Source: an optimization exercise on an open RTL-to-GDS flow (aim: small area, a short achievable clock period and few clock cycles per item). Production flows keep margins and buffers that such runs may drop.

== run X ==
==> flow/design.v <==
module fds_decoder (
    input  wire        clk,
    input  wire        rst,           
    input  wire [7:0]  cfg_q_t0,      
    input  wire [7:0]  cfg_q_t1,      
    input  wire [7:0]  cfg_q_t2,      
    input  wire [7:0]  cfg_q_t3,      
    input  wire [15:0] cfg_min_gap,   
    input  wire        in_valid,
    output wire        in_ready,
    input  wire [7:0]  in_data,
    output reg         out_valid,
    input  wire        out_ready,
    output reg  [1:0]  out_kind,
    output wire [31:0] out_data,
    output wire [31:0] out_pos
);
    localparam [1:0] K_DATA     = 2'd0;
    localparam [1:0] K_BLOCK_OK = 2'd1;
    localparam [1:0] K_BAD_CRC  = 2'd2;
    localparam [1:0] K_MISMATCH = 2'd3;
    localparam [1:0] P_TYPE = 2'd0, P_DATA = 2'd1, P_CRCLO = 2'd2, P_CRCHI = 2'd3;
    localparam [15:0] CRC_START = 16'h8080;
    function [15:0] crc_bit;
        input [15:0] reg_in;
        input        b;
        reg   [16:0] r;
        begin
            r = {b, reg_in};
            if (r[0]) r = r ^ 17'h10810;
            crc_bit = r[16:1];
        end
    endfunction
    function lt8;
        input [7:0] a;
        input [7:0] b;
        integer i;
        reg r;
        begin
            r = 1'b0;
            for (i = 0; i < 8; i = i + 1)
                r = (!a[i] && b[i]) || (!(a[i] ^ b[i]) && r);
            lt8 = r;
        end
    endfunction
    wire [3:0] lt_in = {lt8(in_data, cfg_q_t3), lt8(in_data, cfg_q_t2),
                        lt8(in_data, cfg_q_t1), lt8(in_data, cfg_q_t0)};
    reg       q_v0;           
    reg       q_nf;           
    reg [3:0] q_s0, q_s1;     
    assign in_ready = q_nf;
    reg  end_p;               
    wire push = in_valid && q_nf;
    wire can  = !end_p && (!out_valid || out_ready);
    wire pop  = q_v0 && can;
    wire [3:0] lt = q_s0;
    wire [1:0] s = {lt[0] || (!lt[1] && !lt[2]), lt[0] || (!lt[1] && (lt[2] || !lt[3]))};
    always @(posedge clk) begin
        if (!q_v0 || (pop && q_nf)) q_s0 <= lt_in;
        else if (pop)               q_s0 <= q_s1;
        if (q_nf)                   q_s1 <= lt_in;
        if (rst) begin
            q_v0 <= 1'b0;
            q_nf <= 1'b1;
        end else begin
            q_v0 <= push || !q_nf || (q_v0 && !pop);
            q_nf <= !((!q_nf && !pop) || (q_v0 && push && !pop));
        end
    end
    reg        in_block;
    reg        prev;          
    reg [1:0]  phase;         
    reg [2:0]  bitcnt;        
    reg [15:0] cnt;           
    reg [7:0]  sr;            
    reg [7:0]  ob;
    reg [15:0] crc;
    reg [2:0]  exp_type;      
    reg [15:0] size;
    reg [31:0] pos;           
    reg [31:0] e_pos;         
    reg r_end;
    reg r_mis;
    wire mismatch = r_mis;
    wire two  = prev && (s[0] ^ s[1]);
    wire b0   = prev ? (s == 2'd0) : (s == 2'd1);
    wire b1   = s[1] && !s[0];
    wire npr  = two ? b1 : b0;
    wire cnt_z = (cnt == 16'd0);
    wire cnt_1 = (cnt == 16'd1);
    wire last_bit = (phase == P_CRCHI) && (bitcnt == 3'd7);
    wire take2 = two && !last_bit;
    wire done0 = (bitcnt == 3'd7);
    wire done1 = take2 && (bitcnt == 3'd6);
    wire bdone = done0 || done1;
    wire g0 = !phase[1];
    wire g1 = done0 ? ((phase == P_TYPE && !cnt_z) || (phase == P_DATA && !cnt_1)) : !phase[1];
    wire [15:0] crc1 = crc_bit(crc, b0 & g0);
    wire [15:0] crc2 = crc_bit(crc1, b1 & g1);
    wire [15:0] crc_n = take2 ? crc2 : crc1;
    wire [7:0]  sr_n = take2 ? {b1, b0, sr[7:2]} : {b0, sr[7:1]};
    wire [7:0]  byte_n = done1 ? {b1, b0, sr[7:2]} : {b0, sr[7:1]};
    wire        mis1 = ({b1, b0, sr[7:2]} != {5'd0, exp_type});
    wire        mis0 = ({b0, sr[7:1]} != {5'd0, exp_type});
    wire        mis_n = done1 ? mis1 : mis0;
    reg [15:0] blk_cnt;
    always @* begin
        case (exp_type[1:0])
            2'd1: blk_cnt = 16'd55;
            2'd2: blk_cnt = 16'd1;
            2'd3: blk_cnt = 16'd15;
            default: blk_cnt = size;
        endcase
    end
    wire [15:0] cnt_dec = cnt - 16'd1;
    always @(posedge clk) begin
        if (pop) begin
            if (!in_block) begin
                prev   <= 1'b1;
                phase  <= P_TYPE;
                bitcnt <= 3'd0;
                crc    <= CRC_START;
                e_pos  <= pos;
                if (s == 2'd1 && cnt_z) begin
                    in_block <= 1'b1;
                    cnt      <= blk_cnt;
                end else if (s == 2'd0) begin
                    if (!cnt_z) cnt <= cnt_dec;
                end else begin
                    cnt <= cfg_min_gap;
                end
            end else begin
                prev   <= npr;
                sr     <= sr_n;
                crc[15:8] <= crc_n[15:8];
                crc[7:0]  <= (bdone && phase == P_CRCHI) ? ob : crc_n[7:0];
                bitcnt <= bitcnt + {1'b0, take2, !take2};
                if (bdone) begin
                    ob <= (phase == P_CRCHI) ? crc_n[7:0] : byte_n;
                    case (phase)
                        P_TYPE: phase <= cnt_z ? P_CRCLO : P_DATA;
                        P_DATA: begin
                            cnt <= cnt_dec;
                            if (cnt_1) phase <= P_CRCLO;
                            if (!mismatch && exp_type[1:0] == 2'd3 && cnt[15:2] == 14'd0 && cnt[1])
                                size <= {byte_n, size[15:8]};
                        end
                        P_CRCLO: phase <= P_CRCHI;
                        default: begin
                            in_block <= 1'b0;
                            cnt      <= cfg_min_gap;
                            if (!mismatch)
                                exp_type <= exp_type[2] ? 3'd3 : exp_type + 3'd1;
                        end
                    endcase
                end
            end
        end
        if (rst) begin
            in_block <= 1'b0;
            cnt      <= cfg_min_gap;
            exp_type <= 3'd1;
        end
    end
    always @(posedge clk) begin
        if (rst)
            pos <= 32'd0;
        else if (pop)
            pos <= pos + 32'd1;
    end
    wire rec_n = pop && in_block && bdone &&
                 (phase == P_TYPE || (phase == P_DATA && !mismatch) ||
                  (phase == P_CRCHI && !mismatch));
    wire end_n = rec_n && (phase == P_CRCHI);
    always @(posedge clk) begin
        if (rst) begin
            out_valid <= 1'b0;
            end_p     <= 1'b0;
        end else begin
            end_p <= end_n;
            if ((rec_n && !end_n) || end_p)
                out_valid <= 1'b1;
            else if (out_ready)
                out_valid <= 1'b0;
        end
        if (rec_n) begin
            r_mis <= (phase == P_TYPE) && mis_n;
            out_kind <= (phase == P_TYPE && mis_n) ? K_MISMATCH : K_DATA;
        end
        r_end <= end_p || (r_end && out_valid && !out_ready);
        if (end_p)
            out_kind <= ({sr, crc[7:0]} == {crc[15:8], ob}) ? K_BLOCK_OK : K_BAD_CRC;
    end
    assign out_data[7:0]   = ob;
    assign out_data[15:8]  = ({8{r_end}} & crc[15:8]) | ({8{r_mis}} & {5'd0, exp_type});
    assign out_data[31:16] = {16{r_end}} & {sr, crc[7:0]};
    assign out_pos = e_pos;
endmodule
==> flow/config.mk <==
export PLATFORM = sky130hd
export DESIGN_NAME = fds_decoder
export DESIGN_NICKNAME = fds_decoder
export VERILOG_FILES = /design/flow/design.v
export SDC_FILE = /design/flow/constraint.sdc
export NUM_CORES = 4
export LEC_CHECK = 0
export CAP_MARGIN = 20
export CORE_MARGIN = 2
export CORE_UTILIZATION = 60
export CTS_BUF_LIST = sky130_fd_sc_hd__clkbuf_4 sky130_fd_sc_hd__clkbuf_8
export CTS_CLUSTER_DIAMETER = 60
export CTS_CLUSTER_SIZE = 30
export SLEW_MARGIN = 20
==> flow/constraint.sdc <==
create_clock -name core_clock -period 10.0 [get_ports {clk}]
set_input_delay 2.0000 -clock core_clock [delete_from_list [all_inputs] [get_ports {clk}]]
set_output_delay 2.0000 -clock core_clock [all_outputs]
set_load 0.01 [all_outputs]
standard.sh (not shown) runs the stock make flow with config.mk's settings and CLKGATE_MAP_FILE= SYNTH_SCRIPT=/design/flow/synth_recipe.tcl, a recipe that flattens the netlist after the stock synthesis.
==> flow/flow/run.sh <==
#!/bin/bash
set -euo pipefail
bash standard.sh \
  "BUFFER_PORTS_ARGS=-buffer_cell sky130_fd_sc_hd__buf_1" \
  "SETUP_SLACK_MARGIN=${FLOW_SETUP_MARGIN:-6.5}" \
  finish > standard_finish.log 2>&1
### run X -> run Z
-- flow/design.v --
<<< run X, line 48
    reg       q_v0;           
    reg       q_nf;           
    reg [3:0] q_s0, q_s1;     
    assign in_ready = q_nf;
    reg  end_p;               
>>> run Z, line 48
    reg       q_v0;           
    reg       q_nf;           
    reg [3:0] q_e0, q_e1;     
    reg       q_wp, q_rp;     
    assign in_ready = q_nf;
    reg  end_p;               
<<< run X, line 54
    wire can  = !end_p && (!out_valid || out_ready);
    wire pop  = q_v0 && can;
    wire [3:0] lt = q_s0;
    wire [1:0] s = {lt[0] || (!lt[1] && !lt[2]), lt[0] || (!lt[1] && (lt[2] || !lt[3]))};
    always @(posedge clk) begin
        if (!q_v0 || (pop && q_nf)) q_s0 <= lt_in;
        else if (pop)               q_s0 <= q_s1;
        if (q_nf)                   q_s1 <= lt_in;
        if (rst) begin
            q_v0 <= 1'b0;
            q_nf <= 1'b1;
        end else begin
            q_v0 <= push || !q_nf || (q_v0 && !pop);
            q_nf <= !((!q_nf && !pop) || (q_v0 && push && !pop));
        end
    end
>>> run Z, line 55
    wire can  = !end_p && (!out_valid || out_ready);
    wire pop  = q_v0 && can;
    wire [3:0] lt = q_rp ? q_e1 : q_e0;
    wire [1:0] s = {lt[0] || (!lt[1] && !lt[2]), lt[0] || (!lt[1] && (lt[2] || !lt[3]))};
    always @(posedge clk) begin
        if (push && !q_wp) q_e0 <= lt_in;
        if (push &&  q_wp) q_e1 <= lt_in;
        if (rst) begin
            q_v0 <= 1'b0;
            q_nf <= 1'b1;
            q_wp <= 1'b0;
            q_rp <= 1'b0;
        end else begin
            q_v0 <= push || !q_nf || (q_v0 && !pop);
            q_nf <= !((!q_nf && !pop) || (q_v0 && push && !pop));
            if (push) q_wp <= !q_wp;
            if (pop)  q_rp <= !q_rp;
        end
    end
<<< run X, line 80
    reg [31:0] pos;           
    reg [31:0] e_pos;         
    reg r_end;
    reg r_mis;
    wire mismatch = r_mis;
>>> run Z, line 84
    reg [31:0] pos;           
    reg [31:0] e_pos;         
    reg r_end;                
    reg r_mis;
    wire mismatch = r_mis;
<<< run X, line 135
                crc[15:8] <= crc_n[15:8];
                crc[7:0]  <= (bdone && phase == P_CRCHI) ? ob : crc_n[7:0];
                bitcnt <= bitcnt + {1'b0, take2, !take2};
                if (bdone) begin
                    ob <= (phase == P_CRCHI) ? crc_n[7:0] : byte_n;
>>> run Z, line 139
                crc[15:8] <= crc_n[15:8];
                crc[7:0]  <= (bdone && phase == P_CRCHI) ? ob : crc_n[7:0];
                bitcnt <= {bitcnt[2] ^ (bitcnt[1] && (take2 || bitcnt[0])),
                           bitcnt[1] ^ (take2 || bitcnt[0]), bitcnt[0] ^ !take2};
                if (bdone) begin
                    ob <= (phase == P_CRCHI) ? crc_n[7:0] : byte_n;
<<< run X, line 185
        end
        if (rec_n) begin
            r_mis <= (phase == P_TYPE) && mis_n;
            out_kind <= (phase == P_TYPE && mis_n) ? K_MISMATCH : K_DATA;
        end
        r_end <= end_p || (r_end && out_valid && !out_ready);
        if (end_p)
            out_kind <= ({sr, crc[7:0]} == {crc[15:8], ob}) ? K_BLOCK_OK : K_BAD_CRC;
>>> run Z, line 190
        end
        if (rec_n) begin
            r_end <= end_n;
            r_mis <= (phase == P_TYPE) && mis_n;
            out_kind <= (phase == P_TYPE && mis_n) ? K_MISMATCH : K_DATA;
        end
        if (end_p)
            out_kind <= ({sr, crc[7:0]} == {crc[15:8], ob}) ? K_BLOCK_OK : K_BAD_CRC;
Notes after the runs:
Compared with run X, in run Z simple-gate share of the synthesized area held steady, y dimension of the die roughly the same.
Summary of run Z over run X: total number of vias went up by 98; fraction of layout instances using a drive strength above 1 up 0.38 points; aggregate global-route resource usage rose by 0.29 points; later-pin clock latency in the skew report now sits at about the same level.
Minimum setup slack in the final design (higher): run Z
The buffer count excluding the clock tree in the final layout of run Z is higher than that of run X.
Between run Z and run X, the difference in average cell area after synthesis is negligible.
Diff run Z and run X: area fraction in compound gates after synthesis lower in run Z
No functional check of the RTL was part of any run of this note.

[port drivers added, routing unchanged]
The flow's constraints put no driver on any port. The routed layouts listed below were extracted and timed again, unchanged, in two steps.
Step 1, drivers: a clkbuf_16 drives clk and a buf_2 each remaining input, both assumed.
Step 2 also shifts input and output timing later by t, the mid clock arrival at the registers, as if the neighbouring blocks saw the same clock.
a / b / c = ideal ports / drivers / drivers and shift; a / b = the first two.
| run | shift t [ns] | setup WS [ns] | worst hold slack (ns) | latest minus earliest clock arrival (ns) | pins driven straight from the clock port |
|---|---|---|---|---|---|
| run X | 0.508 | 6.517 / 6.514 / 6.030 | 0.464 / 0.464 / 0.464 | 0.011 / 0.011 | 1 |
| run Z | 0.496 | 6.531 / 6.499 / 6.246 | 0.480 / 0.480 / 0.480 | 0.014 / 0.014 | 1 |
After both steps setup and hold are still met in every run listed. The setup slack of run X, which loses most, moves by -0.003 ns with the drivers and by -0.487 ns with both steps.
